This is an optimization exercise on Yosys and OpenROAD, whose aim is small area, a short achievable clock period and few clock cycles per item, not a production implementation. At most, simulation tests tie the RTL to the original design; equivalence was not proved. No functional check of the RTL was part of runs 1 and 2.

==> flow/design.v <==
module oa7_mulc (
    input  wire [31:0] xs,
    output wire [31:0] m
);
    wire t1 = ~xs[26] ^ ~xs[24];
    wire t2 = ~xs[26] & ~xs[24];
    wire t3 = ~xs[27] ^ ~xs[25] ^ xs[21];
    wire t4 = (~xs[27] & ~xs[25]) | (xs[21] & (~xs[27] ^ ~xs[25]));
    wire t5 = ~xs[28] ^ ~xs[26] ^ xs[22];
    wire t6 = (~xs[28] & ~xs[26]) | (xs[22] & (~xs[28] ^ ~xs[26]));
    wire t7 = ~xs[29] ^ ~xs[27] ^ xs[23];
    wire t8 = (~xs[29] & ~xs[27]) | (xs[23] & (~xs[29] ^ ~xs[27]));
    wire t9 = ~xs[30] ^ ~xs[28] ^ xs[24];
    wire t10 = (~xs[30] & ~xs[28]) | (xs[24] & (~xs[30] ^ ~xs[28]));
    wire t11 = ~xs[31] ^ ~xs[29] ^ xs[25];
    wire t12 = (~xs[31] & ~xs[29]) | (xs[25] & (~xs[31] ^ ~xs[29]));
    wire t13 = ~xs[15] ^ ~xs[13];
    wire t14 = ~xs[15] & ~xs[13];
    wire t15 = ~xs[16] ^ ~xs[14];
    wire t16 = ~xs[16] & ~xs[14];
    wire t17 = ~xs[17] ^ ~xs[15] ^ xs[11];
    wire t18 = (~xs[17] & ~xs[15]) | (xs[11] & (~xs[17] ^ ~xs[15]));
    wire t19 = ~xs[9] ^ xs[4];
    wire t20 = ~xs[9] & xs[4];
    wire t21 = ~xs[18] ^ ~xs[16] ^ xs[12];
    wire t22 = (~xs[18] & ~xs[16]) | (xs[12] & (~xs[18] ^ ~xs[16]));
    wire t23 = ~xs[10] ^ xs[5];
    wire t24 = ~xs[10] & xs[5];
    wire t25 = ~xs[19] ^ ~xs[17] ^ xs[13];
    wire t26 = (~xs[19] & ~xs[17]) | (xs[13] & (~xs[19] ^ ~xs[17]));
    wire t27 = ~xs[11] ^ xs[6];
    wire t28 = ~xs[11] & xs[6];
    wire t29 = ~xs[20] ^ ~xs[18] ^ xs[14];
    wire t30 = (~xs[20] & ~xs[18]) | (xs[14] & (~xs[20] ^ ~xs[18]));
    wire t31 = ~xs[12] ^ xs[7];
    wire t32 = ~xs[12] & xs[7];
    wire t33 = ~xs[21] ^ ~xs[19] ^ xs[15];
    wire t34 = (~xs[21] & ~xs[19]) | (xs[15] & (~xs[21] ^ ~xs[19]));
    wire t35 = ~xs[13] ^ xs[8] ^ ~xs[6];
    wire t36 = (~xs[13] & xs[8]) | (~xs[6] & (~xs[13] ^ xs[8]));
    wire t37 = ~xs[4] ^ ~xs[0];
    wire t38 = ~xs[4] & ~xs[0];
    wire t39 = ~xs[22] ^ ~xs[20] ^ xs[16];
    wire t40 = (~xs[22] & ~xs[20]) | (xs[16] & (~xs[22] ^ ~xs[20]));
    wire t41 = ~xs[14] ^ xs[9] ^ ~xs[7];
    wire t42 = (~xs[14] & xs[9]) | (~xs[7] & (~xs[14] ^ xs[9]));
    wire t43 = ~xs[5] ^ ~xs[1];
    wire t44 = ~xs[5] & ~xs[1];
    wire t45 = ~xs[23] ^ ~xs[21] ^ xs[17];
    wire t46 = (~xs[23] & ~xs[21]) | (xs[17] & (~xs[23] ^ ~xs[21]));
    wire t47 = ~xs[15] ^ xs[10] ^ ~xs[8];
    wire t48 = (~xs[15] & xs[10]) | (~xs[8] & (~xs[15] ^ xs[10]));
    wire t49 = ~xs[6] ^ ~xs[2] ^ xs[0];
    wire t50 = (~xs[6] & ~xs[2]) | (xs[0] & (~xs[6] ^ ~xs[2]));
    wire t51 = ~xs[24] ^ ~xs[22] ^ xs[18];
    wire t52 = (~xs[24] & ~xs[22]) | (xs[18] & (~xs[24] ^ ~xs[22]));
    wire t53 = ~xs[16] ^ xs[11] ^ ~xs[9];
    wire t54 = (~xs[16] & xs[11]) | (~xs[9] & (~xs[16] ^ xs[11]));
    wire t55 = ~xs[7] ^ ~xs[3] ^ xs[1];
    wire t56 = (~xs[7] & ~xs[3]) | (xs[1] & (~xs[7] ^ ~xs[3]));
    wire t57 = ~xs[25] ^ ~xs[23] ^ xs[19];
    wire t58 = (~xs[25] & ~xs[23]) | (xs[19] & (~xs[25] ^ ~xs[23]));
    wire t59 = ~xs[17] ^ xs[12] ^ ~xs[10];
    wire t60 = (~xs[17] & xs[12]) | (~xs[10] & (~xs[17] ^ xs[12]));
    wire t61 = ~xs[8] ^ ~xs[4] ^ xs[2];
    wire t62 = (~xs[8] & ~xs[4]) | (xs[2] & (~xs[8] ^ ~xs[4]));
    wire t63 = xs[20] ^ ~xs[18] ^ xs[13];
    wire t64 = (xs[20] & ~xs[18]) | (xs[13] & (xs[20] ^ ~xs[18]));
    wire t65 = ~xs[11] ^ ~xs[9] ^ ~xs[5];
    wire t66 = (~xs[11] & ~xs[9]) | (~xs[5] & (~xs[11] ^ ~xs[9]));
    wire t67 = xs[3] ^ xs[0] ^ t1;
    wire t68 = (xs[3] & xs[0]) | (t1 & (xs[3] ^ xs[0]));
    wire t69 = ~xs[19] ^ xs[14] ^ ~xs[12];
    wire t70 = (~xs[19] & xs[14]) | (~xs[12] & (~xs[19] ^ xs[14]));
    wire t71 = ~xs[10] ^ ~xs[6] ^ xs[4];
    wire t72 = (~xs[10] & ~xs[6]) | (xs[4] & (~xs[10] ^ ~xs[6]));
    wire t73 = xs[1] ^ t2 ^ t3;
    wire t74 = (xs[1] & t2) | (t3 & (xs[1] ^ t2));
    wire t75 = ~xs[20] ^ xs[15] ^ ~xs[13];
    wire t76 = (~xs[20] & xs[15]) | (~xs[13] & (~xs[20] ^ xs[15]));
    wire t77 = ~xs[11] ^ ~xs[7] ^ xs[5];
    wire t78 = (~xs[11] & ~xs[7]) | (xs[5] & (~xs[11] ^ ~xs[7]));
    wire t79 = xs[2] ^ t4 ^ t5;
    wire t80 = (xs[2] & t4) | (t5 & (xs[2] ^ t4));
    wire t81 = ~xs[21] ^ xs[16] ^ ~xs[14];
    wire t82 = (~xs[21] & xs[16]) | (~xs[14] & (~xs[21] ^ xs[16]));
    wire t83 = ~xs[12] ^ ~xs[8] ^ xs[6];
    wire t84 = (~xs[12] & ~xs[8]) | (xs[6] & (~xs[12] ^ ~xs[8]));
    wire t85 = xs[3] ^ t6 ^ t7;
    wire t86 = (xs[3] & t6) | (t7 & (xs[3] ^ t6));
    wire t87 = ~xs[22] ^ xs[17] ^ ~xs[15];
    wire t88 = (~xs[22] & xs[17]) | (~xs[15] & (~xs[22] ^ xs[17]));
    wire t89 = ~xs[13] ^ ~xs[9] ^ xs[7];
    wire t90 = (~xs[13] & ~xs[9]) | (xs[7] & (~xs[13] ^ ~xs[9]));
    wire t91 = xs[4] ^ t8 ^ t9;
    wire t92 = (xs[4] & t8) | (t9 & (xs[4] ^ t8));
    wire t93 = ~xs[23] ^ xs[18] ^ ~xs[16];
    wire t94 = (~xs[23] & xs[18]) | (~xs[16] & (~xs[23] ^ xs[18]));
    wire t95 = ~xs[14] ^ ~xs[10] ^ xs[8];
    wire t96 = (~xs[14] & ~xs[10]) | (xs[8] & (~xs[14] ^ ~xs[10]));
    wire t97 = xs[5] ^ t10 ^ t11;
    wire t98 = (xs[5] & t10) | (t11 & (xs[5] ^ t10));
    wire t99 = ~xs[8] ^ ~xs[6];
    wire t100 = ~xs[8] & ~xs[6];
    wire t101 = ~xs[9] ^ ~xs[7];
    wire t102 = ~xs[9] & ~xs[7];
    wire t103 = ~xs[10] ^ ~xs[8];
    wire t104 = ~xs[10] & ~xs[8];
    wire t105 = ~xs[11] ^ ~xs[9];
    wire t106 = ~xs[11] & ~xs[9];
    wire t107 = ~xs[12] ^ ~xs[10];
    wire t108 = ~xs[12] & ~xs[10];
    wire t109 = ~xs[13] ^ ~xs[11] ^ xs[7];
    wire t110 = (~xs[13] & ~xs[11]) | (xs[7] & (~xs[13] ^ ~xs[11]));
    wire t111 = ~xs[14] ^ ~xs[12] ^ xs[8];
    wire t112 = (~xs[14] & ~xs[12]) | (xs[8] & (~xs[14] ^ ~xs[12]));
    wire t113 = xs[9] ^ ~xs[7] ^ xs[2];
    wire t114 = (xs[9] & ~xs[7]) | (xs[2] & (xs[9] ^ ~xs[7]));
    wire t115 = ~xs[0] ^ 1'b1;
    wire t116 = ~xs[0] & 1'b1;
    wire t117 = xs[10] ^ ~xs[8] ^ xs[3];
    wire t118 = (xs[10] & ~xs[8]) | (xs[3] & (xs[10] ^ ~xs[8]));
    wire t119 = ~xs[1] ^ t14 ^ t15;
    wire t120 = (~xs[1] & t14) | (t15 & (~xs[1] ^ t14));
    wire t121 = ~xs[2] ^ ~xs[0] ^ 1'b1;
    wire t122 = (~xs[2] & ~xs[0]) | (1'b1 & (~xs[2] ^ ~xs[0]));
    wire t123 = t16 ^ t17 ^ t19;
    wire t124 = (t16 & t17) | (t19 & (t16 ^ t17));
    wire t125 = ~xs[3] ^ ~xs[1] ^ t18;
    wire t126 = (~xs[3] & ~xs[1]) | (t18 & (~xs[3] ^ ~xs[1]));
    wire t127 = t20 ^ t21 ^ t23;
    wire t128 = (t20 & t21) | (t23 & (t20 ^ t21));
    wire t129 = ~xs[4] ^ ~xs[2] ^ t22;
    wire t130 = (~xs[4] & ~xs[2]) | (t22 & (~xs[4] ^ ~xs[2]));
    wire t131 = t24 ^ t25 ^ t27;
    wire t132 = (t24 & t25) | (t27 & (t24 ^ t25));
    wire t133 = ~xs[5] ^ ~xs[3] ^ t26;
    wire t134 = (~xs[5] & ~xs[3]) | (t26 & (~xs[5] ^ ~xs[3]));
    wire t135 = t28 ^ t29 ^ t31;
    wire t136 = (t28 & t29) | (t31 & (t28 ^ t29));
    wire t137 = 1'b1 ^ t30 ^ t32;
    wire t138 = (1'b1 & t30) | (t32 & (1'b1 ^ t30));
    wire t139 = t33 ^ t35 ^ t37;
    wire t140 = (t33 & t35) | (t37 & (t33 ^ t35));
    wire t141 = t34 ^ t36 ^ t38;
    wire t142 = (t34 & t36) | (t38 & (t34 ^ t36));
    wire t143 = t39 ^ t41 ^ t43;
    wire t144 = (t39 & t41) | (t43 & (t39 ^ t41));
    wire t145 = t40 ^ t42 ^ t44;
    wire t146 = (t40 & t42) | (t44 & (t40 ^ t42));
    wire t147 = t45 ^ t47 ^ t49;
    wire t148 = (t45 & t47) | (t49 & (t45 ^ t47));
    wire t149 = t46 ^ t48 ^ t50;
    wire t150 = (t46 & t48) | (t50 & (t46 ^ t48));
    wire t151 = t51 ^ t53 ^ t55;
    wire t152 = (t51 & t53) | (t55 & (t51 ^ t53));
    wire t153 = t52 ^ t54 ^ t56;
    wire t154 = (t52 & t54) | (t56 & (t52 ^ t54));
    wire t155 = t57 ^ t59 ^ t61;
    wire t156 = (t57 & t59) | (t61 & (t57 ^ t59));
    wire t157 = t58 ^ t60 ^ t62;
    wire t158 = (t58 & t60) | (t62 & (t58 ^ t60));
    wire t159 = t63 ^ t65 ^ t67;
    wire t160 = (t63 & t65) | (t67 & (t63 ^ t65));
    wire t161 = t64 ^ t66 ^ t68;
    wire t162 = (t64 & t66) | (t68 & (t64 ^ t66));
    wire t163 = t69 ^ t71 ^ t73;
    wire t164 = (t69 & t71) | (t73 & (t69 ^ t71));
    wire t165 = t70 ^ t72 ^ t74;
    wire t166 = (t70 & t72) | (t74 & (t70 ^ t72));
    wire t167 = t75 ^ t77 ^ t79;
    wire t168 = (t75 & t77) | (t79 & (t75 ^ t77));
    wire t169 = t76 ^ t78 ^ t80;
    wire t170 = (t76 & t78) | (t80 & (t76 ^ t78));
    wire t171 = t81 ^ t83 ^ t85;
    wire t172 = (t81 & t83) | (t85 & (t81 ^ t83));
    wire t173 = t82 ^ t84 ^ t86;
    wire t174 = (t82 & t84) | (t86 & (t82 ^ t84));
    wire t175 = t87 ^ t89 ^ t91;
    wire t176 = (t87 & t89) | (t91 & (t87 ^ t89));
    wire t177 = t88 ^ t90 ^ t92;
    wire t178 = (t88 & t90) | (t92 & (t88 ^ t90));
    wire t179 = t93 ^ t95 ^ t97;
    wire t180 = (t93 & t95) | (t97 & (t93 ^ t95));
    wire t181 = xs[2] ^ ~xs[0];
    wire t182 = xs[2] & ~xs[0];
    wire t183 = xs[3] ^ ~xs[1] ^ t100;
    wire t184 = (xs[3] & ~xs[1]) | (t100 & (xs[3] ^ ~xs[1]));
    wire t185 = xs[4] ^ ~xs[2] ^ t102;
    wire t186 = (xs[4] & ~xs[2]) | (t102 & (xs[4] ^ ~xs[2]));
    wire t187 = xs[5] ^ ~xs[3] ^ t104;
    wire t188 = (xs[5] & ~xs[3]) | (t104 & (xs[5] ^ ~xs[3]));
    wire t189 = xs[6] ^ ~xs[4] ^ t106;
    wire t190 = (xs[6] & ~xs[4]) | (t106 & (xs[6] ^ ~xs[4]));
    wire t191 = ~xs[5] ^ xs[0] ^ t108;
    wire t192 = (~xs[5] & xs[0]) | (t108 & (~xs[5] ^ xs[0]));
    wire t193 = ~xs[6] ^ xs[1] ^ t110;
    wire t194 = (~xs[6] & xs[1]) | (t110 & (~xs[6] ^ xs[1]));
    wire t195 = t13 ^ t112 ^ t113;
    wire t196 = (t13 & t112) | (t113 & (t13 ^ t112));
    wire t197 = t114 ^ t116 ^ t117;
    wire t198 = (t114 & t116) | (t117 & (t114 ^ t116));
    wire t199 = t118 ^ t120 ^ t121;
    wire t200 = (t118 & t120) | (t121 & (t118 ^ t120));
    wire t201 = t122 ^ t124 ^ t125;
    wire t202 = (t122 & t124) | (t125 & (t122 ^ t124));
    wire t203 = t126 ^ t128 ^ t129;
    wire t204 = (t126 & t128) | (t129 & (t126 ^ t128));
    wire t205 = t130 ^ t132 ^ t133;
    wire t206 = (t130 & t132) | (t133 & (t130 ^ t132));
    wire t207 = t134 ^ t136 ^ t137;
    wire t208 = (t134 & t136) | (t137 & (t134 ^ t136));
    wire t209 = t138 ^ t140 ^ t141;
    wire t210 = (t138 & t140) | (t141 & (t138 ^ t140));
    wire t211 = t142 ^ t144 ^ t145;
    wire t212 = (t142 & t144) | (t145 & (t142 ^ t144));
    wire t213 = t146 ^ t148 ^ t149;
    wire t214 = (t146 & t148) | (t149 & (t146 ^ t148));
    wire t215 = t150 ^ t152 ^ t153;
    wire t216 = (t150 & t152) | (t153 & (t150 ^ t152));
    wire t217 = t154 ^ t156 ^ t157;
    wire t218 = (t154 & t156) | (t157 & (t154 ^ t156));
    wire t219 = t158 ^ t160 ^ t161;
    wire t220 = (t158 & t160) | (t161 & (t158 ^ t160));
    wire t221 = t162 ^ t164 ^ t165;
    wire t222 = (t162 & t164) | (t165 & (t162 ^ t164));
    wire t223 = t166 ^ t168 ^ t169;
    wire t224 = (t166 & t168) | (t169 & (t166 ^ t168));
    wire t225 = t170 ^ t172 ^ t173;
    wire t226 = (t170 & t172) | (t173 & (t170 ^ t172));
    wire t227 = t174 ^ t176 ^ t177;
    wire t228 = (t174 & t176) | (t177 & (t174 ^ t176));
    wire t229 = ~xs[2] ^ ~xs[0];
    wire t230 = ~xs[2] & ~xs[0];
    wire t231 = ~xs[3] ^ ~xs[1];
    wire t232 = ~xs[3] & ~xs[1];
    wire t233 = ~xs[4] ^ ~xs[2];
    wire t234 = ~xs[4] & ~xs[2];
    wire t235 = ~xs[5] ^ ~xs[3];
    wire t236 = ~xs[5] & ~xs[3];
    wire t237 = ~xs[6] ^ ~xs[4] ^ xs[0];
    wire t238 = (~xs[6] & ~xs[4]) | (xs[0] & (~xs[6] ^ ~xs[4]));
    wire t239 = ~xs[7] ^ ~xs[5] ^ xs[1];
    wire t240 = (~xs[7] & ~xs[5]) | (xs[1] & (~xs[7] ^ ~xs[5]));
    wire t241 = 1'b1 ^ t99 ^ t181;
    wire t242 = (1'b1 & t99) | (t181 & (1'b1 ^ t99));
    wire t243 = t101 ^ t182 ^ t183;
    wire t244 = (t101 & t182) | (t183 & (t101 ^ t182));
    wire t245 = t103 ^ t184 ^ t185;
    wire t246 = (t103 & t184) | (t185 & (t103 ^ t184));
    wire t247 = t105 ^ t186 ^ t187;
    wire t248 = (t105 & t186) | (t187 & (t105 ^ t186));
    wire t249 = t107 ^ t188 ^ t189;
    wire t250 = (t107 & t188) | (t189 & (t107 ^ t188));
    wire t251 = t109 ^ t190 ^ t191;
    wire t252 = (t109 & t190) | (t191 & (t109 ^ t190));
    wire t253 = t111 ^ t192 ^ t193;
    wire t254 = (t111 & t192) | (t193 & (t111 ^ t192));
    wire t255 = t115 ^ t194 ^ t195;
    wire t256 = (t115 & t194) | (t195 & (t115 ^ t194));
    wire t257 = t119 ^ t196 ^ t197;
    wire t258 = (t119 & t196) | (t197 & (t119 ^ t196));
    wire t259 = t123 ^ t198 ^ t199;
    wire t260 = (t123 & t198) | (t199 & (t123 ^ t198));
    wire t261 = t127 ^ t200 ^ t201;
    wire t262 = (t127 & t200) | (t201 & (t127 ^ t200));
    wire t263 = t131 ^ t202 ^ t203;
    wire t264 = (t131 & t202) | (t203 & (t131 ^ t202));
    wire t265 = t135 ^ t204 ^ t205;
    wire t266 = (t135 & t204) | (t205 & (t135 ^ t204));
    wire t267 = t139 ^ t206 ^ t207;
    wire t268 = (t139 & t206) | (t207 & (t139 ^ t206));
    wire t269 = t143 ^ t208 ^ t209;
    wire t270 = (t143 & t208) | (t209 & (t143 ^ t208));
    wire t271 = t147 ^ t210 ^ t211;
    wire t272 = (t147 & t210) | (t211 & (t147 ^ t210));
    wire t273 = t151 ^ t212 ^ t213;
    wire t274 = (t151 & t212) | (t213 & (t151 ^ t212));
    wire t275 = t155 ^ t214 ^ t215;
    wire t276 = (t155 & t214) | (t215 & (t155 ^ t214));
    wire t277 = t159 ^ t216 ^ t217;
    wire t278 = (t159 & t216) | (t217 & (t159 ^ t216));
    wire t279 = t163 ^ t218 ^ t219;
    wire t280 = (t163 & t218) | (t219 & (t163 ^ t218));
    wire t281 = t167 ^ t220 ^ t221;
    wire t282 = (t167 & t220) | (t221 & (t167 ^ t220));
    wire t283 = t171 ^ t222 ^ t223;
    wire t284 = (t171 & t222) | (t223 & (t171 ^ t222));
    wire t285 = t175 ^ t224 ^ t225;
    wire t286 = (t175 & t224) | (t225 & (t175 ^ t224));
    wire t287 = t179 ^ t226 ^ t227;
    wire t288 = (t179 & t226) | (t227 & (t179 ^ t226));
    wire [31:0] ra = {t286, t284, t282, t280, t278, t276, t274, t272, t270, t268, t266, t264, t262, t260, t258, t256, t254, t252, t250, t248, t246, t244, t242, t240, t238, t236, t234, t232, t230, 1'b1, ~xs[1], ~xs[0]};
    wire [31:0] rb = {t287, t285, t283, t281, t279, t277, t275, t273, t271, t269, t267, t265, t263, t261, t259, t257, t255, t253, t251, t249, t247, t245, t243, t241, t239, t237, t235, t233, t231, t229, 1'b0, 1'b1};
    wire [31:0] c;
    oa7_carry_sk u_c (.a(ra), .b(rb), .ci(1'b0), .c(c));
    assign m = ra ^ rb ^ c;
endmodule
module oa7_carry_sk (
    input  wire [31:0] a,
    input  wire [31:0] b,
    input  wire        ci,
    output wire [31:0] c
);
    wire g0_0 = (a[0] & b[0]) | ((a[0] ^ b[0]) & ci);
    wire p0_0 = a[0] ^ b[0];
    wire g0_1 = a[1] & b[1];
    wire p0_1 = a[1] ^ b[1];
    wire g0_2 = a[2] & b[2];
    wire p0_2 = a[2] ^ b[2];
    wire g0_3 = a[3] & b[3];
    wire p0_3 = a[3] ^ b[3];
    wire g0_4 = a[4] & b[4];
    wire p0_4 = a[4] ^ b[4];
    wire g0_5 = a[5] & b[5];
    wire p0_5 = a[5] ^ b[5];
    wire g0_6 = a[6] & b[6];
    wire p0_6 = a[6] ^ b[6];
    wire g0_7 = a[7] & b[7];
    wire p0_7 = a[7] ^ b[7];
    wire g0_8 = a[8] & b[8];
    wire p0_8 = a[8] ^ b[8];
    wire g0_9 = a[9] & b[9];
    wire p0_9 = a[9] ^ b[9];
    wire g0_10 = a[10] & b[10];
    wire p0_10 = a[10] ^ b[10];
    wire g0_11 = a[11] & b[11];
    wire p0_11 = a[11] ^ b[11];
    wire g0_12 = a[12] & b[12];
    wire p0_12 = a[12] ^ b[12];
    wire g0_13 = a[13] & b[13];
    wire p0_13 = a[13] ^ b[13];
    wire g0_14 = a[14] & b[14];
    wire p0_14 = a[14] ^ b[14];
    wire g0_15 = a[15] & b[15];
    wire p0_15 = a[15] ^ b[15];
    wire g0_16 = a[16] & b[16];
    wire p0_16 = a[16] ^ b[16];
    wire g0_17 = a[17] & b[17];
    wire p0_17 = a[17] ^ b[17];
    wire g0_18 = a[18] & b[18];
    wire p0_18 = a[18] ^ b[18];
    wire g0_19 = a[19] & b[19];
    wire p0_19 = a[19] ^ b[19];
    wire g0_20 = a[20] & b[20];
    wire p0_20 = a[20] ^ b[20];
    wire g0_21 = a[21] & b[21];
    wire p0_21 = a[21] ^ b[21];
    wire g0_22 = a[22] & b[22];
    wire p0_22 = a[22] ^ b[22];
    wire g0_23 = a[23] & b[23];
    wire p0_23 = a[23] ^ b[23];
    wire g0_24 = a[24] & b[24];
    wire p0_24 = a[24] ^ b[24];
    wire g0_25 = a[25] & b[25];
    wire p0_25 = a[25] ^ b[25];
    wire g0_26 = a[26] & b[26];
    wire p0_26 = a[26] ^ b[26];
    wire g0_27 = a[27] & b[27];
    wire p0_27 = a[27] ^ b[27];
    wire g0_28 = a[28] & b[28];
    wire p0_28 = a[28] ^ b[28];
    wire g0_29 = a[29] & b[29];
    wire p0_29 = a[29] ^ b[29];
    wire g0_30 = a[30] & b[30];
    wire p0_30 = a[30] ^ b[30];
    wire g0_31 = a[31] & b[31];
    wire p0_31 = a[31] ^ b[31];
    wire g1_1 = g0_1 | (p0_1 & g0_0);
    wire g2_3 = g0_3 | (p0_3 & g0_2);
    wire p2_3 = p0_3 & p0_2;
    wire g3_5 = g0_5 | (p0_5 & g0_4);
    wire p3_5 = p0_5 & p0_4;
    wire g4_7 = g0_7 | (p0_7 & g0_6);
    wire p4_7 = p0_7 & p0_6;
    wire g5_9 = g0_9 | (p0_9 & g0_8);
    wire p5_9 = p0_9 & p0_8;
    wire g6_11 = g0_11 | (p0_11 & g0_10);
    wire p6_11 = p0_11 & p0_10;
    wire g7_13 = g0_13 | (p0_13 & g0_12);
    wire p7_13 = p0_13 & p0_12;
    wire g8_15 = g0_15 | (p0_15 & g0_14);
    wire p8_15 = p0_15 & p0_14;
    wire g9_17 = g0_17 | (p0_17 & g0_16);
    wire p9_17 = p0_17 & p0_16;
    wire g10_19 = g0_19 | (p0_19 & g0_18);
    wire p10_19 = p0_19 & p0_18;
    wire g11_21 = g0_21 | (p0_21 & g0_20);
    wire p11_21 = p0_21 & p0_20;
    wire g12_23 = g0_23 | (p0_23 & g0_22);
    wire p12_23 = p0_23 & p0_22;
    wire g13_25 = g0_25 | (p0_25 & g0_24);
    wire p13_25 = p0_25 & p0_24;
    wire g14_27 = g0_27 | (p0_27 & g0_26);
    wire p14_27 = p0_27 & p0_26;
    wire g15_29 = g0_29 | (p0_29 & g0_28);
    wire p15_29 = p0_29 & p0_28;
    wire g16_31 = g0_31 | (p0_31 & g0_30);
    wire p16_31 = p0_31 & p0_30;
    wire g17_2 = g0_2 | (p0_2 & g1_1);
    wire g18_3 = g2_3 | (p2_3 & g1_1);
    wire g19_6 = g0_6 | (p0_6 & g3_5);
    wire p19_6 = p0_6 & p3_5;
    wire g20_7 = g4_7 | (p4_7 & g3_5);
    wire p20_7 = p4_7 & p3_5;
    wire g21_10 = g0_10 | (p0_10 & g5_9);
    wire p21_10 = p0_10 & p5_9;
    wire g22_11 = g6_11 | (p6_11 & g5_9);
    wire p22_11 = p6_11 & p5_9;
    wire g23_14 = g0_14 | (p0_14 & g7_13);
    wire p23_14 = p0_14 & p7_13;
    wire g24_15 = g8_15 | (p8_15 & g7_13);
    wire p24_15 = p8_15 & p7_13;
    wire g25_18 = g0_18 | (p0_18 & g9_17);
    wire p25_18 = p0_18 & p9_17;
    wire g26_19 = g10_19 | (p10_19 & g9_17);
    wire p26_19 = p10_19 & p9_17;
    wire g27_22 = g0_22 | (p0_22 & g11_21);
    wire p27_22 = p0_22 & p11_21;
    wire g28_23 = g12_23 | (p12_23 & g11_21);
    wire p28_23 = p12_23 & p11_21;
    wire g29_26 = g0_26 | (p0_26 & g13_25);
    wire p29_26 = p0_26 & p13_25;
    wire g30_27 = g14_27 | (p14_27 & g13_25);
    wire p30_27 = p14_27 & p13_25;
    wire g31_30 = g0_30 | (p0_30 & g15_29);
    wire p31_30 = p0_30 & p15_29;
    wire g32_31 = g16_31 | (p16_31 & g15_29);
    wire p32_31 = p16_31 & p15_29;
    wire g33_4 = g0_4 | (p0_4 & g18_3);
    wire g34_5 = g3_5 | (p3_5 & g18_3);
    wire g35_6 = g19_6 | (p19_6 & g18_3);
    wire g36_7 = g20_7 | (p20_7 & g18_3);
    wire g37_12 = g0_12 | (p0_12 & g22_11);
    wire p37_12 = p0_12 & p22_11;
    wire g38_13 = g7_13 | (p7_13 & g22_11);
    wire p38_13 = p7_13 & p22_11;
    wire g39_14 = g23_14 | (p23_14 & g22_11);
    wire p39_14 = p23_14 & p22_11;
    wire g40_15 = g24_15 | (p24_15 & g22_11);
    wire p40_15 = p24_15 & p22_11;
    wire g41_20 = g0_20 | (p0_20 & g26_19);
    wire p41_20 = p0_20 & p26_19;
    wire g42_21 = g11_21 | (p11_21 & g26_19);
    wire p42_21 = p11_21 & p26_19;
    wire g43_22 = g27_22 | (p27_22 & g26_19);
    wire p43_22 = p27_22 & p26_19;
    wire g44_23 = g28_23 | (p28_23 & g26_19);
    wire p44_23 = p28_23 & p26_19;
    wire g45_28 = g0_28 | (p0_28 & g30_27);
    wire p45_28 = p0_28 & p30_27;
    wire g46_29 = g15_29 | (p15_29 & g30_27);
    wire p46_29 = p15_29 & p30_27;
    wire g47_30 = g31_30 | (p31_30 & g30_27);
    wire p47_30 = p31_30 & p30_27;
    wire g48_31 = g32_31 | (p32_31 & g30_27);
    wire p48_31 = p32_31 & p30_27;
    wire g49_8 = g0_8 | (p0_8 & g36_7);
    wire g50_9 = g5_9 | (p5_9 & g36_7);
    wire g51_10 = g21_10 | (p21_10 & g36_7);
    wire g52_11 = g22_11 | (p22_11 & g36_7);
    wire g53_12 = g37_12 | (p37_12 & g36_7);
    wire g54_13 = g38_13 | (p38_13 & g36_7);
    wire g55_14 = g39_14 | (p39_14 & g36_7);
    wire g56_15 = g40_15 | (p40_15 & g36_7);
    wire g57_24 = g0_24 | (p0_24 & g44_23);
    wire p57_24 = p0_24 & p44_23;
    wire g58_25 = g13_25 | (p13_25 & g44_23);
    wire p58_25 = p13_25 & p44_23;
    wire g59_26 = g29_26 | (p29_26 & g44_23);
    wire p59_26 = p29_26 & p44_23;
    wire g60_27 = g30_27 | (p30_27 & g44_23);
    wire p60_27 = p30_27 & p44_23;
    wire g61_28 = g45_28 | (p45_28 & g44_23);
    wire p61_28 = p45_28 & p44_23;
    wire g62_29 = g46_29 | (p46_29 & g44_23);
    wire p62_29 = p46_29 & p44_23;
    wire g63_30 = g47_30 | (p47_30 & g44_23);
    wire p63_30 = p47_30 & p44_23;
    wire g64_31 = g48_31 | (p48_31 & g44_23);
    wire p64_31 = p48_31 & p44_23;
    wire g65_16 = g0_16 | (p0_16 & g56_15);
    wire g66_17 = g9_17 | (p9_17 & g56_15);
    wire g67_18 = g25_18 | (p25_18 & g56_15);
    wire g68_19 = g26_19 | (p26_19 & g56_15);
    wire g69_20 = g41_20 | (p41_20 & g56_15);
    wire g70_21 = g42_21 | (p42_21 & g56_15);
    wire g71_22 = g43_22 | (p43_22 & g56_15);
    wire g72_23 = g44_23 | (p44_23 & g56_15);
    wire g73_24 = g57_24 | (p57_24 & g56_15);
    wire g74_25 = g58_25 | (p58_25 & g56_15);
    wire g75_26 = g59_26 | (p59_26 & g56_15);
    wire g76_27 = g60_27 | (p60_27 & g56_15);
    wire g77_28 = g61_28 | (p61_28 & g56_15);
    wire g78_29 = g62_29 | (p62_29 & g56_15);
    wire g79_30 = g63_30 | (p63_30 & g56_15);
    wire g80_31 = g64_31 | (p64_31 & g56_15);
    assign c = {g79_30, g78_29, g77_28, g76_27, g75_26, g74_25, g73_24, g72_23, g71_22, g70_21, g69_20, g68_19, g67_18, g66_17, g65_16, g56_15, g55_14, g54_13, g53_12, g52_11, g51_10, g50_9, g49_8, g36_7, g35_6, g34_5, g33_4, g18_3, g17_2, g1_1, g0_0, ci};
endmodule
module oa7_keymix (
    input  wire [31:0] epoch,
    input  wire [31:0] addr,
    output wire [31:0] mixs
);
    wire [31:0] mix = (epoch >> 6) ^ addr ^ (epoch[23] ? 32'h44444444 : 32'h0);
    assign mixs = mix ^ (mix >> 16);
endmodule
module oa7_keysel (
    input  wire [31:0] mixs,
    input  wire [1:0]  i,
    output wire [31:0] xs
);
    assign xs = mixs ^ {{4{2'b00, i}}, 16'h0000};
endmodule
module oa7_carry #(
    parameter W = 32
) (
    input  wire [W-1:0] a,
    input  wire [W-1:0] b,
    input  wire         ci,
    output wire [W-1:0] c
);
    localparam L = (W > 16) ? 5 : (W > 8) ? 4 : (W > 4) ? 3 : (W > 2) ? 2 : 1;
    wire [W-1:0] g [0:L];
    wire [W-1:0] p [0:L];
    assign g[0] = (a & b) | {{(W-1){1'b0}}, (a[0] ^ b[0]) & ci};
    assign p[0] = a ^ b;
    genvar l, i;
    generate
        for (l = 0; l < L; l = l + 1) begin : g_lvl
            for (i = 0; i < W; i = i + 1) begin : g_bit
                if (i >= (1 << l)) begin : g_op
                    assign g[l+1][i] = g[l][i] | (p[l][i] & g[l][i - (1 << l)]);
                    assign p[l+1][i] = p[l][i] & p[l][i - (1 << l)];
                end else begin : g_pass
                    assign g[l+1][i] = g[l][i];
                    assign p[l+1][i] = p[l][i];
                end
            end
        end
    endgenerate
    assign c = {g[L][W-2:0], ci};
endmodule
module oa7_add #(
    parameter W = 32
) (
    input  wire [W-1:0] a,
    input  wire [W-1:0] b,
    input  wire         ci,
    output wire [W-1:0] s
);
    wire [W-1:0] c;
    oa7_carry #(.W(W)) u_c (.a(a), .b(b), .ci(ci), .c(c));
    assign s = a ^ b ^ c;
endmodule
module oa7_crypt (
    input  wire         clk,
    input  wire         rst,
    input  wire         start,
    input  wire         op_dec,
    input  wire         op_derive,
    input  wire [127:0] key_in,
    input  wire [31:0]  epoch,
    input  wire [31:0]  key_addr,
    input  wire [159:0] data_in,
    output wire         ready,
    output reg          done,
    output wire [159:0] data_out,
    output wire [127:0] key_out
);
    localparam [31:0] KEY_XOR = 32'h87B562F4;
    reg         busy;      
    reg         run;       
    reg         dec;       
    reg  [7:0]  dd;        
    reg  [2:0]  kc;        
    reg  [2:0]  p;         
    reg  [5:0]  jh;        
    reg  [7:0]  kq;        
    reg  [31:0] r0, r1, r2, r3, r4;
    reg  [31:0] k0, k1, k2, k3;
    reg  [31:0] mixr;      
    reg  [31:0] m1r;       
    assign ready    = ~busy;
    assign data_out = {r4, r3, r2, r1, r0};
    assign key_out  = {k3, k2, k1, k0};
    reg  [1:0]  w1;        
    reg  [1:0]  w2;        
    wire [31:0] mix_in, xk, m1, m2;
    oa7_keymix u_mix (.epoch(epoch), .addr(key_addr), .mixs(mix_in));
    oa7_keysel u_sel (.mixs(mixr), .i(w1), .xs(xk));
    oa7_mulc   u_m1  (.xs(xk),  .m(m1));
    oa7_mulc   u_m2  (.xs(m1r), .m(m2));
    wire [31:0] kder = m2 ^ (m2 >> 16) ^ KEY_XOR;
    wire        kwr  = (kc >= 3'd2);
    function [31:0] sum_of;
        input [5:0] h;
        sum_of = ({32{h[0]}} & 32'h9E3779B9) | ({32{h[1]}} & 32'h3C6EF372)
               | ({32{h[2]}} & 32'hDAA66D2B) | ({32{h[3]}} & 32'h78DDE6E4)
               | ({32{h[4]}} & 32'h1715609D) | ({32{h[5]}} & 32'hB54CDA56);
    endfunction
    function [1:0] kidx_of;
        input       d;
        input [2:0] pp;
        input [5:0] j;
        reg   [31:0] s;
        begin
            s = sum_of(j);
            kidx_of = (d ? 2'd0 - pp[1:0] : pp[1:0]) ^ s[3:2];
        end
    endfunction
    wire [31:0] sum = sum_of(jh);
    wire       last_p     = (p == 3'd4);
    wire       last_round = dec ? jh[0] : jh[5];
    wire [2:0] p_n        = last_p ? 3'd0 : p + 3'd1;
    wire [5:0] jh_n       = !last_p ? jh : dec ? {1'b0, jh[5:1]} : {jh[4:0], 1'b0};
    reg  [31:0] kw;
    integer g;
    always @(*) begin
        for (g = 0; g < 4; g = g + 1)
            case (kq[2*g +: 2])
                2'd0: kw[8*g +: 8] = k0[8*g +: 8];
                2'd1: kw[8*g +: 8] = k1[8*g +: 8];
                2'd2: kw[8*g +: 8] = k2[8*g +: 8];
                default: kw[8*g +: 8] = k3[8*g +: 8];
            endcase
    end
    wire [31:0] ddir = {{4{dd[7]}}, {4{dd[6]}}, {4{dd[5]}}, {4{dd[4]}},
                        {4{dd[3]}}, {4{dd[2]}}, {4{dd[1]}}, {4{dd[0]}}};
    wire [31:0] vp = (ddir & r4) | (~ddir & r0);
    wire [31:0] y  = (ddir & r0) | (~ddir & r1);
    wire [31:0] z  = (ddir & r3) | (~ddir & r4);
    wire [31:0] sa, sb;
    oa7_add #(.W(32)) u_a (.a((z >> 5) ^ (y << 2)), .b((y >> 3) ^ (z << 4)), .ci(1'b0), .s(sa));
    oa7_add #(.W(32)) u_b (.a(sum ^ y), .b(kw ^ z), .ci(1'b0), .s(sb));
    wire [31:0] mx = sa ^ sb;
    wire [31:0] vc;
    oa7_carry #(.W(32)) u_v (.a(vp ^ ddir), .b(mx), .ci(1'b0), .c(vc));
    wire [31:0] vn = vp ^ mx ^ vc;
    always @(posedge clk) begin
        if (rst) begin
            busy <= 1'b0;
            run  <= 1'b0;
            kc   <= 3'd0;
            done <= 1'b0;
        end else begin
            done <= 1'b0;
            if (!busy) begin
                if (start) begin
                    busy <= 1'b1;
                    run  <= ~op_derive;
                    kc   <= op_derive ? 3'd1 : 3'd0;
                end
            end else begin
                if (kc != 3'd0)
                    kc <= (kc == 3'd5) ? 3'd0 : kc + 3'd1;
                if (kc == 3'd2)
                    run <= 1'b1;
                if (run && last_p && last_round) begin
                    run  <= 1'b0;
                    busy <= 1'b0;
                    done <= 1'b1;
                end
            end
        end
    end
    always @(posedge clk) begin
        m1r <= m1 ^ (m1 >> 16);
        w1  <= busy ? w1 + 2'd1 : (op_dec ? 2'd1 : 2'd2);
        w2  <= w1;
        if (!busy) begin
            dec  <= op_dec;
            dd   <= start ? {8{~op_derive & op_dec}} : data_in[7:0];
            p    <= 3'd0;
            jh   <= op_dec ? 6'b100000 : 6'b000001;
            kq   <= start ? {4{op_dec ? 2'd1 : 2'd2}} : data_in[15:8];
            mixr <= mix_in;
            {r4, r3, r2, r1, r0} <= data_in;
            {k3, k2, k1, k0}     <= key_in;
        end else begin
            if (kc == 3'd1)
                dd <= 8'hFF;
            else if (kc == 3'd2)
                dd <= {8{dec}};
            if (kwr) begin
                case (w2)
                    2'd0: k0 <= kder;
                    2'd1: k1 <= kder;
                    2'd2: k2 <= kder;
                    default: k3 <= kder;
                endcase
            end
            if (run) begin
                p    <= p_n;
                jh   <= jh_n;
                kq   <= {4{kidx_of(dec, p_n, jh_n)}};
            end
            r0 <= (ddir & vn) | (~ddir & r1);
            r1 <= (ddir & r0) | (~ddir & r2);
            r2 <= (ddir & r1) | (~ddir & r3);
            r3 <= (ddir & r2) | (~ddir & r4);
            r4 <= (ddir & r3) | (~ddir & vn);
        end
    end
endmodule
==> flow/flow/run.sh <==
#!/bin/bash
set -euo pipefail
export SETUP_SLACK_MARGIN=9
export BUFFER_PORTS_ARGS="-buffer_cell sky130_fd_sc_hd__buf_1"
bash standard.sh > standard_flow.log 2>&1
==> flow/standard.sh <==
#!/bin/bash
# synth_recipe.tcl (not shown) runs the flow's synth.tcl, then flattens the netlist and writes it again
# the make line also repeats each setting of config.mk as NAME=value (left out here)
make -C /OpenROAD-flow-scripts/flow DESIGN_CONFIG=/design/flow/config.mk WORK_HOME=/design/flow/orfs CLKGATE_MAP_FILE= SYNTH_SCRIPT=/design/flow/synth_recipe.tcl "${@:-finish}"
==> flow/config.mk <==
export PLATFORM = sky130hd
export DESIGN_NAME = oa7_crypt
export DESIGN_NICKNAME = oa7_crypt
export VERILOG_FILES = /design/flow/design.v
export SDC_FILE = /design/flow/constraint.sdc
export NUM_CORES = 4
export LEC_CHECK = 0
export CAP_MARGIN = 20
export CORE_MARGIN = 2
export CORE_UTILIZATION = 60
export SLEW_MARGIN = 20
==> flow/constraint.sdc <==
create_clock -name core_clock -period 15.0 [get_ports {clk}]
set_input_delay 3.0000 -clock core_clock [delete_from_list [all_inputs] [get_ports {clk}]]
set_output_delay 3.0000 -clock core_clock [all_outputs]
set_load 0.01 [all_outputs]
==> implementation parameters, run 1 <==
Parameter                              Value

Run status
  Status ... timing/DRC/antenna clean

Place
  Final weighted congestion of routability-driven global placement ... about 0.98
  Number of port buffers ... 640
  Post-detail-place hpwl ... 83.5 mm

Synthesis
  Flop and latch count out of synthesis ... 388
  Mapped Avg Cell Area ... between 9 and 10 sq um
  Area share of the largest cell type after synthesis ... 0.170
  Post-Synthesis Net Count ... ~4100
  Seq/Total Area, Yosys ... 0.297
  Number of enable flip-flop cells after synthesis ... 183
  Fraction of registers with async set/reset ... 0
  Post-synthesis instance area ... 32400 sq um
  Leading area contributor after synthesis ... edfxtp_1
  Top cells by area in the synthesized netlist ... edfxtp_1, fa_1, dfxtp_1
  Number of standard cells after synthesis ... roughly 3300
  Yosys synthesis warning count ... 2
  Library cells used by synthesis ... 73
  Most used flip-flop cell after synthesis ... dfxtp_1

Min path
  Hold Crit Class ... flip-flop to flip-flop

Cells and area
  Number of fill cells ... 4160
  Most frequent cells in the layout ... buf_1, inv_1, a21oi_1, xnor2_1, fa_1
  Util after Layout ... 0.710
  Fraction of layout cells with a size suffix above 1 ... 0.0764
  Nets ... 4757
  Layout overhead on the synthesized area ... 17.6%
  Most common cell after layout, fill and taps aside ... buf_1

STA
  Number of max-slew violations in the final report ... 0
  Final critical-path required period ... 5.95 ns
  Worst clock skew ... roughly 0.039 ns
  Post-Route Hold Slack ... 0.511 ns
  Final setup violation count ... 0
  Setup_tns ... 0 ns
  Slew Limit Headroom ... 0.345
  Final hold vios ... 0
  Final worst path period share ... 0.397
  Maximum operating frequency ... between 150 and 200 MHz
  Unrepaired setup endpoints after global routing ... yes
  Slew of the pin with the lowest slew margin ... 0.983 ns

Clock tree
  Cts hold-fix bufs ... 0
  CTS buffer count ... 44
  Clk buf depth ... 3
  Clk slew on worst S/H paths ... 0.06 ns
  Clock Root Buffer ... clkbuf_16
  Source-to-sink clock delay at the later pin of the worst-skew pair ... around 0.61 ns
  TritonCTS clock tree ... built
  H-tree Lvls ... 2
  Clock sink count ... 388

Floorplan
  Area of the core ... 53600 sq um
  Chip width ... 236 um
  Number of I/O pins ... 647
  Height of the chip ... 236 um
  Std-Cell Rows ... 85
  Die Footprint ... 55800 sq um
  Initial core utilization ... 0.604

GRT
  Wire length of the first global-routing pass ... 158 mm
  Largest net degree at the start of global routing ... 105
  Total overflow reported by the global router ... 0
  Total routing usage reported by global routing ... 0.370
  Antenna violations before repair ... 4
  Vias in the first global route ... roughly 28000

Routing
  Overall via count from detail_route ... 27700
  Vias per inst ... about 5.9
  Iteration count of the initial detailed-routing pass ... 6
  Avg WL per Cell ... 22.4 um
  Drt total wl ... approximately 110 mm
  Count of antenna-violating nets left after detailed routing ... 0
  DRC violation count after routing ... 0
  Initial drt markers ... 2036

Setup path
  CP Capture Type ... flip-flop
  Critical path data arrival time ... around 6.4 ns
  Crit start category ... flip-flop
  Critical path class ... flip-flop to flip-flop
  Required arrival time at the worst endpoint ... 15.48 ns
  Worst-path maximum fanout ... 6

Job
  Max-cap violations ... 0
==> what timing repair did <==
action	CTS	global route
setup buffers	13	21
endpoints found under the setup margin	44	43
cloned	0	3
endpoints found under the hold margin	0	0
resized for setup	55	106
pin swaps	4	29
==> worst paths after layout <==
check                           start  endpoint  slack (ns)  cells after the start
worst min register to register  w1[0]     w2[0]        0.51                      0
worst min-delay path            w1[0]     w2[0]        0.51                      0
worst max register to register  kq[2]    r4[26]        9.05                     24
worst max-delay path            kq[2]    r4[26]        9.05                     24
==> metal layers <==
layer	routed length, um	GRT usage	vias up	part of all wire
li1	-	-	12600	-
met1	41700	0.474	13600	0.40
met2	50100	0.610	1205	0.47
met3	8210	0.0689	298	0.078
met4	5480	0.174	4	0.052
met5	28	0	-	0.00027
==> critical path: stages, from the launching register on <==
cell and delay (ns):
edfxtp_1 0.40, buf_12 0.16, mux4_2 0.63, xnor2_2 0.17
ha_2 0.33, and2_4 0.17, a221o_1 0.30, a21o_1 0.21
a211oi_4 0.39, o21ai_2 0.11, xnor2_2 0.16, xor2_2 0.20
ha_1 0.35, nand4_1 0.14, nor2_2 0.17, nand3_2 0.15
a2111oi_4 0.44, nor3_2 0.06, buf_4 0.17, o21ai_1 0.22
a21oi_1 0.12, xnor2_1 0.20, xnor2_1 0.18, o21ai_0 0.11
mux2_2 0.28
==> state kept, by name, indices dropped and copies added, names as in the netlist, 6 cells and up <==
signal / cells
kq: 8
r4: 32
r0: 32
dd: 8
r3: 32
k0: 32
mixr: 32
k1: 32
r1: 32
k3: 32
jh: 6
k2: 32
r2: 32
m1r: 32
==> Yosys cell counts (32+ instances only) <==
| cell type | n |
|---|---|
| o21ai_0 | 187 |
| nand2_1 | 142 |
| mux2i_1 | 137 |
| xor2_1 | 158 |
| a21o_1 | 83 |
| inv_1 | 430 |
| edfxtp_1 | 183 |
| nor2b_1 | 61 |
| fa_1 | 234 |
| o21a_1 | 39 |
| nor2_1 | 210 |
| dfxtp_1 | 205 |
| a21oi_1 | 321 |
| mux4_2 | 32 |
| clkbuf_1 | 95 |
| xnor2_1 | 270 |
| ha_1 | 198 |
==> cell families after synthesis <==
family / count (synthesis) / share of synthesized area
mux: 185 / 0.0702
fa+ha+maj: 432 / 0.221
flops: 388 / 0.297
compound gates: 791 / 0.146
xor+xnor: 436 / 0.121
simple gates: 560 / 0.0797
buf+inv: 553 / 0.0647
==> layout make-up <==
type	count	area, sq um	area share
timing repair buffer	700	3010	0.0792
clock inverter	29	235	0.00618
antenna	4	10.0	0.000263
clock buffer	53	1220	0.0319
tap	696	871	0.0229
sequential	388	9610	0.252
inverter	430	1620	0.0424
multi-input combinational	2404	21500	0.565
==> stage by stage <==
step                setup WS, ns  cell area (sq um)  cells
global route                8.85              38100   4702
floorplan                   9.40              32400   3345
finish                      9.05              38100   4704
global placement            8.08              35400   4581
CTS                         8.98              37300   4676
detailed placement          7.95              35400   4581
==> run 2: changes to the inputs <==
--- a/flow/config.mk
+++ b/flow/config.mk
@@ -9,3 +9,4 @@
 export CORE_MARGIN = 2
 export CORE_UTILIZATION = 60
+export CTS_BUF_LIST = sky130_fd_sc_hd__clkbuf_4 sky130_fd_sc_hd__clkbuf_8
 export SLEW_MARGIN = 20
==> run 2 against run 1 <==
  * Worst hold slack worse by 0.018 ns
  * Still clean
  * Setup slack better by 0.022 ns
  * Largest cell class unchanged
  * Fmax up 0.36%
  * Via count about the same
  * Count of clock-buffer cells in the layout up 50
  * First-iteration DRC count up 1.7%
  * Non-clock buffer count up 3
  * Critical path depth unchanged
  * Register-to-register slack better by 0.02 ns
  * Sequential share of layout area about the same
==> implementation parameters, run 2 <==
Parameter                              Value

STA
  Final hold vios ... 0
  Final worst path period share ... 0.395
  Final setup violation count ... 0
  Number of max-slew violations in the final report ... 0
  Worst clock skew ... 0.0320 ns
  Setup_tns ... 0 ns
  Final critical-path required period ... 5.93 ns
  Post-Route Hold Slack ... 0.493 ns
  Slew Limit Headroom ... 0.348
  Slew of the pin with the lowest slew margin ... 0.978 ns
  Maximum operating frequency ... between 150 and 200 MHz
  Unrepaired setup endpoints after global routing ... yes

Synthesis
  Flop and latch count out of synthesis ... a little under 400
  Number of standard cells after synthesis ... 3345
  Area share of the largest cell type after synthesis ... 0.170
  Most frequent cells after synthesis ... inv_1, a21oi_1, xnor2_1
  Post-synthesis instance area ... between 30000 and 40000 sq um
  Mapped Avg Cell Area ... 9.68 sq um
  Seq/Total Area, Yosys ... 0.297
  Yosys synthesis warning count ... 2
  Leading area contributor after synthesis ... edfxtp_1
  Top cells by area in the synthesized netlist ... edfxtp_1, fa_1, dfxtp_1
  Number of enable flip-flop cells after synthesis ... 183
  Library cells used by synthesis ... 73
  Most used flip-flop cell after synthesis ... dfxtp_1
  Post-Synthesis Net Count ... 4134
  Most repeated cell in the gate-level netlist after synthesis ... inv_1
  Fraction of registers with async set/reset ... 0

Cells and area
  Util after Layout ... 0.709
  Most common cell after layout, fill and taps aside ... buf_1
  Fraction of layout cells with a size suffix above 1 ... 0.0865
  Number of fill cells ... 4152
  Layout overhead on the synthesized area ... 17.4%
  Most frequent cells in the layout ... buf_1, inv_1, a21oi_1, xnor2_1, fa_1
  Final non-filler cell area ... approximately 38000 sq um
  Nets ... about 4800

Setup path
  CP Capture Type ... flip-flop
  Cell-by-cell trace of the critical path ... buf_12 > mux4_2 > xnor2_2 > ha_2 > and2_4 > a221o_1 > a21o_1 > a211oi_4 > o21ai_2 > xnor2_2 > xor2_2 > ha_1 > nand4_1 > nor2_2 > nand3_2 > a2111oi_4 > nor3_2 > buf_4 > o31a_1 > o21ai_2 > xor2_2 > xnor2_1 > o211ai_1 > o21a_1
  Required arrival time at the worst endpoint ... roughly 16 ns
  Critical-path top delay cell ... mux4_2
  Worst-path maximum fanout ... 6
  Critical path data arrival time ... about 6.5 ns
  Largest incremental delay on the critical path ... 0.63 ns
  Critical path class ... flip-flop to flip-flop
  Crit start category ... flip-flop

GRT
  Total overflow reported by the global router ... 0
  Total routing usage reported by global routing ... 0.371
  Antenna violations before repair ... 2
  Largest net degree at the start of global routing ... 105
  Wire length of the first global-routing pass ... 158 mm
  Vias in the first global route ... 27700

Floorplan
  Die Footprint ... ~56000 sq um
  Std-Cell Rows ... 85
  Chip width ... 236 um
  Height of the chip ... 236 um
  Number of I/O pins ... 647
  Initial core utilization ... 0.604
  Area of the core ... ~54000 sq um

Run status
  Status ... timing/DRC/antenna clean

Routing
  Count of antenna-violating nets left after detailed routing ... 0
  Iteration count of the initial detailed-routing pass ... 6
  Vias per inst ... about 5.9
  Initial drt markers ... 2070
  DRC violation count after routing ... 0
  Avg WL per Cell ... 22.2 um
  Drt total wl ... between 100 and 150 mm
  Overall via count from detail_route ... 27800

Job
  Max-cap violations ... 0

Clock tree
  Source-to-sink clock delay at the later pin of the worst-skew pair ... 0.68 ns
  Clock sink count ... slightly below 400
  Clk slew on worst S/H paths ... about 0.060 ns
  H-tree Lvls ... 3
  TritonCTS clock tree ... built
  Clk buf depth ... 3
  Cts hold-fix bufs ... 0
  CTS buffer count ... 69
  Clock Root Buffer ... clkbuf_8

Place
  Post-detail-place hpwl ... around 84 mm
  Instance area after placement ... between 30000 and 40000 sq um
  Final weighted congestion of routability-driven global placement ... 0.983
  Number of port buffers ... 640

Min path
  Hold Crit Class ... flip-flop to flip-flop
## run 2: changes by cell type in the layout (fill, tap and decap cells not counted), sizes merged
cell	delta
inv	-3
buf	+4
clkinv	-9
clkbuf	+49
clkinvlp	+2
bufinv	-2
## run 2: final timing paths
check,start,end,slack (ns),cells past startpoint
max,kq[2],r4[29],9.07,24
min,w1[0],w2[0],0.49,0
max reg2reg,kq[2],r4[29],9.07,24
min reg2reg,w1[0],w2[0],0.49,0
## run 2: timing repair
item | 4_1_cts | 5_1_grt
pin swaps | 4 | 27
endpoints found under the setup margin | 43 | 39
gates resized for setup | 58 | 96
gates cloned | 0 | 2
buffers inserted | 15 | 23
## run 2: per-stage QoR
stage                     setup WS, ns  instances
after floorplan                   9.40       3345
after global placement            8.08       4581
after detailed placement          7.95       4581
after CTS                         9.01       4716
after global routing              8.82       4742
final                             9.07       4745
## run 2: critical path: cells and delay by family, from the launching register on
kind | cells | cell delay (ns)
mux | 1 | 0.63
fa+ha+maj | 2 | 0.69
simple gates | 5 | 0.70
compound gates | 9 | 2.16
buf+inv | 2 | 0.33
flops | 1 | 0.40
xor+xnor | 5 | 0.90
## run 2: cell type report
class / instances / area (sq um) / area share
Sequential cell: 388 / 9610 / 0.253
Tap cell: 696 / 871 / 0.0229
Inverter: 430 / 1620 / 0.0425
Clock inverter: 17 / 121 / 0.00319
Multi-Input combinational cell: 2404 / 21500 / 0.565
Antenna cell: 4 / 10.0 / 0.000263
Timing Repair Buffer: 703 / 3010 / 0.0793
Clock buffer: 103 / 1310 / 0.0345
## run 2: kinds of logic after synthesis
family / after synthesis / synth area share
compound gates: 791 / 0.146
mux: 185 / 0.0702
simple gates: 560 / 0.0797
fa+ha+maj: 432 / 0.221
xor+xnor: 436 / 0.121
flops: 388 / 0.297
buf+inv: 553 / 0.0647
## run 2: layer usage
metal,track usage,vias up,wire length (um)
met5,0,-,13
met4,0.161,2,5030
met3,0.0779,282,8540
met2,0.614,1253,50300
met1,0.473,13600,41400
li1,-,12700,-
==> run 3: changes to the inputs <==
--- a/flow/design.v
+++ b/flow/design.v
@@ -665,4 +665,12 @@
         end
     end
+    wire [3:0] kwe  = {4{busy & kwr}} & (4'b0001 << w2);
+    wire [3:0] khld = {4{busy}} & ~kwe;
+    always @(posedge clk) begin
+        k0 <= ({32{~busy}} & key_in[31:0])   | ({32{kwe[0]}} & kder) | ({32{khld[0]}} & k0);
+        k1 <= ({32{~busy}} & key_in[63:32])  | ({32{kwe[1]}} & kder) | ({32{khld[1]}} & k1);
+        k2 <= ({32{~busy}} & key_in[95:64])  | ({32{kwe[2]}} & kder) | ({32{khld[2]}} & k2);
+        k3 <= ({32{~busy}} & key_in[127:96]) | ({32{kwe[3]}} & kder) | ({32{khld[3]}} & k3);
+    end
     always @(posedge clk) begin
         m1r <= m1 ^ (m1 >> 16);
@@ -677,5 +685,4 @@
             mixr <= mix_in;
             {r4, r3, r2, r1, r0} <= data_in;
-            {k3, k2, k1, k0}     <= key_in;
         end else begin
             if (kc == 3'd1)
@@ -683,12 +690,4 @@
             else if (kc == 3'd2)
                 dd <= {8{dec}};
-            if (kwr) begin
-                case (w2)
-                    2'd0: k0 <= kder;
-                    2'd1: k1 <= kder;
-                    2'd2: k2 <= kder;
-                    default: k3 <= kder;
-                endcase
-            end
             if (run) begin
                 p    <= p_n;
==> flow/flow/run.sh (replaced) <==
#!/bin/bash
set -euo pipefail
export SETUP_SLACK_MARGIN=9.25
export BUFFER_PORTS_ARGS="-buffer_cell sky130_fd_sc_hd__buf_1"
bash standard.sh > standard_flow.log 2>&1
--- a/flow/config.mk
+++ b/flow/config.mk
@@ -9,4 +9,3 @@
 export CORE_MARGIN = 2
 export CORE_UTILIZATION = 60
-export CTS_BUF_LIST = sky130_fd_sc_hd__clkbuf_4 sky130_fd_sc_hd__clkbuf_8
 export SLEW_MARGIN = 20
==> run 3 against run 2 <==
  * Fmax up 1.7%
  * Global-route usage up 2.5 points
  * Worst hold slack better by 0.023 ns
  * Count of clock-buffer cells in the layout down 43
  * Non-clock buffer count up 25
  * Wire length up 8.4%
  * Critical path type unchanged
  * Via count up 5.7%
  * Area after synthesis down 0.48%
  * Cell count about the same
==> implementation parameters, run 3 <==
Parameter                              Value

Routing
  Uppermost metal layer occupied by signal nets ... met4
  Overall via count from detail_route ... roughly 29000
  Routed metal-1 wirelength ... 43.7 mm
  Met2 layer wire length in the routed design ... 53.7 mm
  Avg WL per Cell ... between 20 and 25 um
  Total met3 wirelength after detailed routing ... 10.4 mm
  Drt total wl ... 114 mm
  Iteration count of the initial detailed-routing pass ... 6
  Count of antenna-violating nets left after detailed routing ... 0
  Initial drt markers ... between 2000 and 3000
  Vias per inst ... 6.19
  DRC violation count after routing ... 0

Setup path
  FF-to-FF Start ... jh[5]
  Crit start category ... flip-flop
  Critical-path top delay cell ... edfxtp_1
  Required arrival time at the worst endpoint ... ~16 ns
  Register-to-Register Setup Slack ... 9.16 ns
  Worst path buffer plus inverter count ... 2
  Worst-path maximum fanout ... 12
  Crit Reg-Reg Endpoint ... r0[30]
  CP Capture Type ... flip-flop
  Critical path data arrival time ... between 6 and 7 ns
  Critical path class ... flip-flop to flip-flop
  Critical path startpoint ... jh[5]
  R2r worst-path depth ... 23
  Largest incremental delay on the critical path ... 0.58 ns
  Top delay family on crit path ... simple AND/OR/NAND/NOR gates
  Cell-by-cell trace of the critical path ... nor3_1 > buf_4 > xor2_1 > ha_2 > a21oi_1 > o21ai_1 > and2_1 > or3_1 > a21oi_2 > xor2_2 > xnor2_2 > inv_1 > ha_4 > a21oi_4 > o21ai_2 > a21oi_4 > or4_4 > o31a_4 > o211ai_4 > nand2_2 > or3_1 > a21o_1 > a31oi_1

Floorplan
  Number of I/O pins ... ~650
  Height of the chip ... 236 um
  Area of the core ... 52900 sq um
  Die Footprint ... ~56000 sq um
  Initial core utilization ... 0.609
  Std-Cell Rows ... 84
  Chip width ... 236 um

Min path
  Hold Crit Class ... flip-flop to flip-flop
  Hold path startpoint ... k0[1]
  Worst hold endpoint ... k0[1]
  Hold-critical path depth ... 1

Synthesis
  Leading area contributor after synthesis ... dfxtp_1
  Fraction of registers with async set/reset ... 0
  Seq/Total Area, Yosys ... 0.258
  Most frequent cells after synthesis ... a21oi_1, dfxtp_1, inv_1
  Number of enable flip-flop cells after synthesis ... 55
  Post-synthesis instance area ... 32200 sq um
  Yosys synthesis warning count ... 2
  Most repeated cell in the gate-level netlist after synthesis ... a21oi_1
  Top cells by area in the synthesized netlist ... dfxtp_1, fa_1, ha_1
  Post-Synthesis Net Count ... 4192
  Number of standard cells after synthesis ... 3403
  Flop and latch count out of synthesis ... 388
  Mapped Avg Cell Area ... around 9.5 sq um
  Area share of the largest cell type after synthesis ... 0.207
  Most used flip-flop cell after synthesis ... dfxtp_1
  Library cells used by synthesis ... 80

GRT
  Wire length of the first global-routing pass ... 169 mm
  Total routing usage reported by global routing ... 0.397
  Total overflow reported by the global router ... 0
  Vias in the first global route ... 28800
  Antenna violations before repair ... 6
  Largest net degree at the start of global routing ... 116

STA
  Slew Limit Headroom ... 0.253
  Number of max-slew violations in the final report ... 0
  Final worst path period share ... 0.389
  Final hold vios ... 0
  Post-Route Hold Slack ... 0.517 ns
  Maximum operating frequency ... 171 MHz
  Worst clock skew ... 0.0305 ns
  Unrepaired setup endpoints after global routing ... yes
  Final setup violation count ... 0
  Slew of the pin with the lowest slew margin ... 1.12 ns
  Final critical-path required period ... 5.84 ns
  Setup_tns ... 0 ns
  Post-route setup slack ... 9.16 ns

Cells and area
  Most common cell after layout, fill and taps aside ... buf_1
  Layout overhead on the synthesized area ... 18.9%
  Most frequent cells in the layout ... buf_1, dfxtp_1, inv_1, a21oi_1, xnor2_1
  Final instance count without filler cells ... 4742
  Nets ... 4801
  Fraction of layout cells with a size suffix above 1 ... 0.0966

Job
  Max-cap violations ... 0

Clock tree
  Clock Root Buffer ... clkbuf_16
  Clk buf depth ... 3
  TritonCTS clock tree ... built
  Cts hold-fix bufs ... 0
  H-tree Lvls ... 2
  Clk slew on worst S/H paths ... 0.07 ns
  Clock sink count ... 388
  Source-to-sink clock delay at the later pin of the worst-skew pair ... 0.60 ns
  CTS buffer count ... 45

Run status
  Status ... timing/DRC/antenna clean

Place
  Setup WS pre-CTS ... between 8 and 9 ns
  Final weighted congestion of routability-driven global placement ... 0.981
  Number of port buffers ... 640
  DP Cell Count ... between 4000 and 5000
  Post-detail-place hpwl ... 88.3 mm
run 3: cell types whose count changed after synthesis, sizes merged, moves of 22 or more:
cell | before | now
nor2 | 210 | 232
nand2 | 142 | 99
o21ai | 194 | 94
inv | 430 | 324
o21a | 39 | 15
a221o | 13 | 128
and3 | 20 | 124
edfxtp | 183 | 55
dfxtp | 205 | 333
clkbuf | 96 | 135
a21oi | 321 | 346
run 3: cells by family (layout without fill, tap and decap cells):
family | Yosys count | in the layout | synth area share
xor+xnor | 439 | 439 | 0.123
simple gates | 659 | 659 | 0.101
buf+inv | 490 | 1134 | 0.0571
compound gates | 820 | 820 | 0.171
mux | 175 | 175 | 0.0673
flops | 388 | 388 | 0.258
other cells | 0 | 7 | 0
fa+ha+maj | 432 | 432 | 0.222
run 3: worst max path at each step:
stage	to	depth (start not counted)
2_1_floorplan	r4[31]	25
3_3_place_gp	r4[31]	24
3_5_place_dp	r4[31]	24
4_1_cts	r0[30]	23
5_1_grt	r0[30]	23
6_report	r0[30]	23
run 3: repair_timing:
item                       4_1_cts  5_1_grt
setup endpoints to repair       76       79
gates resized for setup         73      135
hold endpoints to repair         0        0
cloned                           1        1
pin swaps                        7       41
buffers inserted                21       39
run 3: layer usage:
metal	vias to the layer above	track usage
met1	14300	0.501
met4	0	0.200
met3	347	0.0783
li1	13100	-
met2	1611	0.650
met5	-	0
run 3: layout make-up:
cell class | instances | area (sq um)
diodes | 7 | 17.5
clock buffers | 60 | 1340
clock inverters | 22 | 205
fillers | 3996 | 14500
inverters | 324 | 1220
multi-input cells | 2525 | 23100
flip-flops and latches | 388 | 8330
well taps | 688 | 861
repair buffers | 728 | 3270
run 3: through the flow:
stage                      util  instance area [sq um]
after detailed placement  0.663                  35100
after global routing      0.725                  38300
after CTS                 0.704                  37200
after floorplan               -                  32200
after global placement    0.663                  35100
final                     0.725                  38300
Testbench counts of run 3, summed over its fixed seeds: cycles 78,204, items 2,400.

static timing again, ports no longer ideal:
How much do the figures lean on ideal ports? The routed layouts below were timed once more, with nothing changed but the port constraints. Step 1: set_driving_cell puts a clkbuf_16 on clk and a buf_2 on each other input, an assumption about the parent block. Step 2, shift: input delay + t, output delay - t, t = (earliest + latest rising clock arrival at the registers) / 2. This alone moves slack from input paths to output paths. Slacks: ideal ports / drivers / drivers and shift; pairs: ideal ports / drivers.
| run | shift t [ns] | setup slack, ns | worst data-port slew with drivers (ns) | pins driven straight from the clock port |
|---|---|---|---|---|
| run 1 | 0.653 | 9.047 / 9.047 / 9.047 | 0.10 | 1 |
| run 2 | 0.730 | 9.068 / 9.068 / 9.068 | 0.11 | 1 |
| run 3 | 0.649 | 9.165 / 9.165 / 9.165 | 0.12 | 1 |
After both steps every run listed still meets setup and hold.
